From an optimization exercise on the open Yosys and OpenROAD flow, aimed at small area; shortcuts taken in it are not production practice.
In this exercise RTL edits were held to simulation tests only and were not proved equivalent to the original.
The flow treats the clock pin as an ideal source. Dropping or thinning the clock tree relies on that and would not hold on a real chip.
Power and IR drop assume default switching activity.

run 1:
// dhtdec
module dhtdec (
    input  wire        clk,
    input  wire        rst,         
    input  wire        variant,     
    input  wire        pin_i,       
    output wire        pin_o,
    output wire        pin_oe,
    output wire        pin_pu,
    input  wire        cmd_valid,
    input  wire [3:0]  cmd_op,
    output wire [1:0]  cmd_ack,
    output wire        rsp_valid,
    output wire [63:0] rsp_data,
    output wire        done_valid,
    output wire [2:0]  done_code,
    output wire        busy
);
Settings: LEC_CHECK=0, CAP_MARGIN=5, CORE_MARGIN=2, CORE_UTILIZATION=55, PLACE_DENSITY=0.85, SLEW_MARGIN=5, SYNTH_HIERARCHICAL=1; clock period 10.0 ns.
standard.sh (not shown) runs the stock make flow with config.mk's settings and CLKGATE_MAP_FILE= SYNTH_SCRIPT=/design/flow/synth_recipe.tcl, a recipe that flattens the netlist after the stock synthesis.
==> flow/flow/run.sh <==
#!/bin/bash
# Own layout flow: the standard ORFS flow (standard.sh, with its
# standard synthesis), with these changes:
#  - ports get the smallest buffer (buf_1) instead of ORFS's pick;
#  - before clock tree synthesis, combinational cells are set to their
#    smallest size (the later timing repair sizes up where needed);
#  - the clock tree is built by flow/my_cts.tcl (one root buffer and
#    CTS_NLEAF leaf buffers over location clusters of the flip-flops) in
#    place of TritonCTS, and flow/post_cts.tcl strengthens any leaf buffer
#    whose flip-flops would see a clock slew above CTS_SLEW_TARGET (ns).
# The output of the whole flow goes to standard.log here; each ORFS step
# also keeps its own log under orfs/logs/.
set -euo pipefail
export BUFFER_PORTS_ARGS="-buffer_cell sky130_fd_sc_hd__buf_1"
export PRE_CTS_TCL="$PWD/flow/my_cts.tcl"
export POST_CTS_TCL="$PWD/flow/post_cts.tcl"
export CTS_NLEAF=8
export CTS_LEAFBUF=sky130_fd_sc_hd__clkbuf_8
export CTS_ROOTBUF=sky130_fd_sc_hd__clkbuf_8
export CTS_SLEW_TARGET=0.118
bash standard.sh > standard.log 2>&1
==> flow/flow/my_cts.tcl <==
# Sourced as PRE_CTS_TCL by ORFS's cts.tcl.
#
# 1. Combinational cells are set to their smallest drive strength (the
#    timing repair that cts.tcl and the later steps run sizes up again
#    where a path needs it).
#

set n 0
foreach inst [get_cells *] {
  set m [get_property $inst ref_name]
  if {[regexp {df|tap|buf|conb|fill|decap|diode|clkinv|dly} $m]} { continue }
  if {![regexp {^(sky130_fd_sc_hd__\w+)_([0-9]+)$} $m -> base d]} { continue }
  if {$d <= 1} { continue }
  set a [get_property [get_lib_cells */$m] area]
  foreach s {0 1} {
    set c [get_lib_cells -quiet */${base}_$s]
    if {$c ne "" && [get_property $c area] < $a} {
      replace_cell $inst $c
      incr n
      break
    }
  }
}
puts "downsize: $n cells"

set nleaf   [expr {[info exists ::env(CTS_NLEAF)] ? $::env(CTS_NLEAF) : 4}]
set leafbuf [expr {[info exists ::env(CTS_LEAFBUF)] ? $::env(CTS_LEAFBUF) : "sky130_fd_sc_hd__clkbuf_8"}]
set rootbuf [expr {[info exists ::env(CTS_ROOTBUF)] ? $::env(CTS_ROOTBUF) : ""}]

set db    [ord::get_db]
set block [ord::get_db_block]
set clk   [$block findNet clk]
$clk setSigType CLOCK

# sinks and their positions
set sinks {}
foreach it [$clk getITerms] {
  set inst [$it getInst]
  set box  [$inst getBBox]
  set x [expr {([$box xMin] + [$box xMax]) / 2.0}]
  set y [expr {([$box yMin] + [$box yMax]) / 2.0}]
  lappend sinks [list $it $x $y]
}
set n [llength $sinks]
puts "my_cts: $n clock sinks, $nleaf leaf buffers ($leafbuf)"

# clusters by recursive bisection: each set is cut across its longer side,
# in proportion to the number of leaves each part gets
proc bisect {items k} {
  if {$k <= 1} { return [list $items] }
  set xs {}; set ys {}
  foreach s $items { lappend xs [lindex $s 1]; lappend ys [lindex $s 2] }
  set xs [lsort -real $xs]; set ys [lsort -real $ys]
  set w [expr {[lindex $xs end] - [lindex $xs 0]}]
  set h [expr {[lindex $ys end] - [lindex $ys 0]}]
  set idx [expr {$w >= $h ? 1 : 2}]
  set sorted [lsort -real -index $idx $items]
  set k1 [expr {$k / 2}]
  set k2 [expr {$k - $k1}]
  set n [llength $sorted]
  set cut [expr {int(round(double($n) * $k1 / $k))}]
  return [concat [bisect [lrange $sorted 0 [expr {$cut - 1}]] $k1] \
                 [bisect [lrange $sorted $cut end] $k2]]
}
set idxd {}
set i 0
foreach s $sinks { lappend idxd [list $i [lindex $s 1] [lindex $s 2]]; incr i }
set groups [bisect $idxd $nleaf]
set assign [lrepeat $n 0]
set cx {}; set cy {}; set cnt {}
set k 0
foreach g $groups {
  set sx 0.0; set sy 0.0
  foreach s $g { lset assign [lindex $s 0] $k; set sx [expr {$sx + [lindex $s 1]}]; set sy [expr {$sy + [lindex $s 2]}] }
  lappend cx [expr {$sx / [llength $g]}]; lappend cy [expr {$sy / [llength $g]}]; lappend cnt [llength $g]
  incr k
}

# refinement: balanced k-means (each cluster at most ceil(n/k) sinks) from
# the bisection's centres; kept if its worst cluster is smaller, measured
# as sinks + 0.2 per um of bounding box half-perimeter
proc worst {sinks assign nleaf} {
  set w 0
  for {set k 0} {$k < $nleaf} {incr k} {
    set xs {}; set ys {}
    set i 0
    foreach s $sinks { if {[lindex $assign $i] == $k} { lappend xs [lindex $s 1]; lappend ys [lindex $s 2] }; incr i }
    if {[llength $xs] == 0} continue
    set xs [lsort -real $xs]; set ys [lsort -real $ys]
    set m [expr {[llength $xs] + 0.2e-3 * ([lindex $xs end] - [lindex $xs 0] + [lindex $ys end] - [lindex $ys 0])}]
    if {$m > $w} { set w $m }
  }
  return $w
}
set best_assign $assign
set best_w [worst $sinks $assign $nleaf]
puts "my_cts: bisection worst cluster [format %.1f $best_w]"
set cap [expr {int(ceil(double($n) / $nleaf))}]
set kassign $assign
for {set iter 0} {$iter < 30} {incr iter} {
  set cand {}
  set i 0
  foreach s $sinks {
    set ds {}
    for {set k 0} {$k < $nleaf} {incr k} {
      lappend ds [list $k [expr {abs([lindex $s 1] - [lindex $cx $k]) + abs([lindex $s 2] - [lindex $cy $k])}]]
    }
    set ds [lsort -real -index 1 $ds]
    lappend cand [list $i $ds [expr {[lindex $ds 1 1] - [lindex $ds 0 1]}]]
    incr i
  }
  set cand [lsort -real -decreasing -index 2 $cand]
  set kc [lrepeat $nleaf 0]
  set new [lrepeat $n 0]
  foreach c $cand {
    foreach d [lindex $c 1] {
      set k [lindex $d 0]
      if {[lindex $kc $k] < $cap} { lset kc $k [expr {[lindex $kc $k] + 1}]; lset new [lindex $c 0] $k; break }
    }
  }
  set sx [lrepeat $nleaf 0.0]; set sy [lrepeat $nleaf 0.0]
  set i 0
  foreach s $sinks {
    set k [lindex $new $i]
    lset sx $k [expr {[lindex $sx $k] + [lindex $s 1]}]; lset sy $k [expr {[lindex $sy $k] + [lindex $s 2]}]
    incr i
  }
  for {set k 0} {$k < $nleaf} {incr k} {
    if {[lindex $kc $k] > 0} { lset cx $k [expr {[lindex $sx $k] / [lindex $kc $k]}]; lset cy $k [expr {[lindex $sy $k] / [lindex $kc $k]}] }
  }
  set w [worst $sinks $new $nleaf]
  if {$w < $best_w} { set best_w $w; set best_assign $new; set best_cx $cx; set best_cy $cy; set best_cnt $kc }
  if {$new eq $kassign} break
  set kassign $new
}
if {$best_assign ne $assign} {
  set assign $best_assign; set cx $best_cx; set cy $best_cy; set cnt $best_cnt
  puts "my_cts: k-means refinement kept, worst cluster [format %.1f $best_w]"
}
puts "my_cts: cluster sizes $cnt"

# the tree
set lmaster [$db findMaster $leafbuf]
set src $clk
if {$rootbuf ne ""} {
  set rmaster [$db findMaster $rootbuf]
  set rinst [odb::dbInst_create $block $rmaster "clkbuf_root"]
  set rnet  [odb::dbNet_create $block "clknet_root"]
  $rnet setSigType CLOCK
  [$rinst findITerm A] connect $clk
  [$rinst findITerm X] connect $rnet
  set rx 0.0; set ry 0.0
  for {set k 0} {$k < $nleaf} {incr k} { set rx [expr {$rx + [lindex $cx $k]}]; set ry [expr {$ry + [lindex $cy $k]}] }
  $rinst setLocation [expr {int($rx / $nleaf)}] [expr {int($ry / $nleaf)}]
  $rinst setPlacementStatus PLACED
  set src $rnet
}
set nets {}
for {set k 0} {$k < $nleaf} {incr k} {
  set inst [odb::dbInst_create $block $lmaster "clkbuf_leaf_$k"]
  set net  [odb::dbNet_create $block "clknet_leaf_$k"]
  $net setSigType CLOCK
  lappend nets $net
  $inst setLocation [expr {int([lindex $cx $k])}] [expr {int([lindex $cy $k])}]
  $inst setPlacementStatus PLACED
}
set i 0
foreach s $sinks {
  set it [lindex $s 0]
  set net [lindex $nets [lindex $assign $i]]
  $it disconnect
  $it connect $net
  incr i
}
for {set k 0} {$k < $nleaf} {incr k} {
  set inst [$block findInst "clkbuf_leaf_$k"]
  [$inst findITerm A] connect $src
  [$inst findITerm X] connect [lindex $nets $k]
}

# skip TritonCTS; the rest of cts.tcl runs on this tree
proc clock_tree_synthesis {args} {
  puts "my_cts: TritonCTS skipped"
  set_propagated_clock [all_clocks]
}
Other scripts of this flow, unchanged in this note and not shown: flow/flow/post_cts.tcl
Run 1 has completed all stages; timing, DRC and antenna checks passed.
Changes in run 2 relative to run 1:
Settings: CORE_UTILIZATION: 55 -> 65; PLACE_DENSITY: 0.85 -> 0.8.
## What came out
- Having completed the whole flow, run 2 delivered a layout that passed the timing, DRC and antenna checks.
- Comparing sequential share of layout area for run 2 and run 1, the bigger number came from run 2.
- Run 2 vs run 1: estimated wirelength of the detail-placed design up slightly
- Final area | run 2 below run 1
- Compared with run 1, run 2 has less setup slack.
- Summary — met3 wire length, run 2 relative to run 1: lower, by about 24%.
Setup changes, run 2 to run 3
Settings: CORE_UTILIZATION changed from 65 to 55; PLACE_DENSITY changed from 0.8 to 0.75.
Notes after the runs:
Measured against each other, run 2 and run 3 differ in final hold slack, the higher figure coming from run 2.
Relative to run 2, the first-pass GRT wire length measured on run 3 has increased slightly.
Compared with run 2, run 3 ends up with more cell area.
The power on run 3 is in line with that on run 2.
Run 3 vs. run 2: vertical extent of the die went up by 8.4%, switching component of the power went down by about 0.6%, clock network fraction of design power was more or less identical, total area of multi-input combinational cells was more or less identical, sequential share of layout area went down by 0.32 points.
Summary — aggregate routed wire length, run 3 relative to run 2: higher, by 550 um.
What run 4 does differently from run 3 at the input level:
-- flow/flow/my_cts.tcl --
<<< run 3, line 78

# refinement: balanced k-means (each cluster at most ceil(n/k) sinks) from
# the bisection's centres; kept if its worst cluster is smaller, measured
# as sinks + 0.2 per um of bounding box half-perimeter
proc worst {sinks assign nleaf} {
  set w 0
  for {set k 0} {$k < $nleaf} {incr k} {
    set xs {}; set ys {}
    set i 0
    foreach s $sinks { if {[lindex $assign $i] == $k} { lappend xs [lindex $s 1]; lappend ys [lindex $s 2] }; incr i }
    if {[llength $xs] == 0} continue
    set xs [lsort -real $xs]; set ys [lsort -real $ys]
    set m [expr {[llength $xs] + 0.2e-3 * ([lindex $xs end] - [lindex $xs 0] + [lindex $ys end] - [lindex $ys 0])}]
    if {$m > $w} { set w $m }
  }
  return $w
}
set best_assign $assign
set best_w [worst $sinks $assign $nleaf]
puts "my_cts: bisection worst cluster [format %.1f $best_w]"
set cap [expr {int(ceil(double($n) / $nleaf))}]
set kassign $assign
for {set iter 0} {$iter < 30} {incr iter} {
  set cand {}
  set i 0
  foreach s $sinks {
    set ds {}
    for {set k 0} {$k < $nleaf} {incr k} {
      lappend ds [list $k [expr {abs([lindex $s 1] - [lindex $cx $k]) + abs([lindex $s 2] - [lindex $cy $k])}]]
    }
    set ds [lsort -real -index 1 $ds]
    lappend cand [list $i $ds [expr {[lindex $ds 1 1] - [lindex $ds 0 1]}]]
    incr i
  }
  set cand [lsort -real -decreasing -index 2 $cand]
  set kc [lrepeat $nleaf 0]
  set new [lrepeat $n 0]
  foreach c $cand {
    foreach d [lindex $c 1] {
      set k [lindex $d 0]
      if {[lindex $kc $k] < $cap} { lset kc $k [expr {[lindex $kc $k] + 1}]; lset new [lindex $c 0] $k; break }
    }
  }
  set sx [lrepeat $nleaf 0.0]; set sy [lrepeat $nleaf 0.0]
  set i 0
  foreach s $sinks {
    set k [lindex $new $i]
    lset sx $k [expr {[lindex $sx $k] + [lindex $s 1]}]; lset sy $k [expr {[lindex $sy $k] + [lindex $s 2]}]
    incr i
  }
  for {set k 0} {$k < $nleaf} {incr k} {
    if {[lindex $kc $k] > 0} { lset cx $k [expr {[lindex $sx $k] / [lindex $kc $k]}]; lset cy $k [expr {[lindex $sy $k] / [lindex $kc $k]}] }
  }
  set w [worst $sinks $new $nleaf]
  if {$w < $best_w} { set best_w $w; set best_assign $new; set best_cx $cx; set best_cy $cy; set best_cnt $kc }
  if {$new eq $kassign} break
  set kassign $new
}
if {$best_assign ne $assign} {
  set assign $best_assign; set cx $best_cx; set cy $best_cy; set cnt $best_cnt
  puts "my_cts: k-means refinement kept, worst cluster [format %.1f $best_w]"
}
>>> run 4, line 78
- Run 4 vs. run 3: arrival time of the worst setup path decreased by 0.02 ns relative to the old numbers, required time of the worst setup path closely matched the old numbers, met2 global-route usage increased by 0.38 points relative to the old numbers, clock power increased by about 4% relative to the old numbers.
- Per the comparison of run 4 with run 3, routed wire length now sits at about the same level, reported net switching power grew by 1.5%.
- Compared run 4 against run 3; global-route usage within noise.
- As of run 4, total power had risen slightly compared to run 3.
- | setup slack after layout | run 4 vs run 3 | 0.017 ns higher |
No run of this note takes its clock network from TritonCTS; it comes from the design's own scripts or RTL.

-- what the ideal ports hide --
The results above use ideal ports. As a check the final layouts listed here were re-extracted and re-timed, cells and wires unchanged.
Step 1 (the two cells are an assumption about what drives the block):
set clk [get_ports {clk}]
set_driving_cell -lib_cell sky130_fd_sc_hd__clkbuf_16 $clk
set_driving_cell -lib_cell sky130_fd_sc_hd__buf_2 [delete_from_list [all_inputs] $clk]
Step 2 times the ports against the registers' clock, not the clock port: input delays grow and output delays shrink by t, the midpoint of the rising clock arrivals with the driver on.
Slacks: no drivers / after step 1 / after step 2; pairs: no drivers / after step 1.
| run | shift t [ns] | setup slack, ns | hold slack, ns | worst setup path at the end |
|---|---|---|---|---|
| run 1 | 0.421 | 1.504 / 1.504 / 1.504 | 0.441 / 0.441 / 0.441 | register to register |
| run 2 | 0.441 | 1.492 / 1.492 / 1.492 | 0.452 / 0.452 / 0.452 | register to register |
| run 3 | 0.437 | 1.430 / 1.430 / 1.430 | 0.447 / 0.447 / 0.447 | register to register |
| run 4 | 0.433 | 1.447 / 1.447 / 1.447 | 0.446 / 0.446 / 0.446 | register to register |
After both steps every run listed still meets setup and hold.
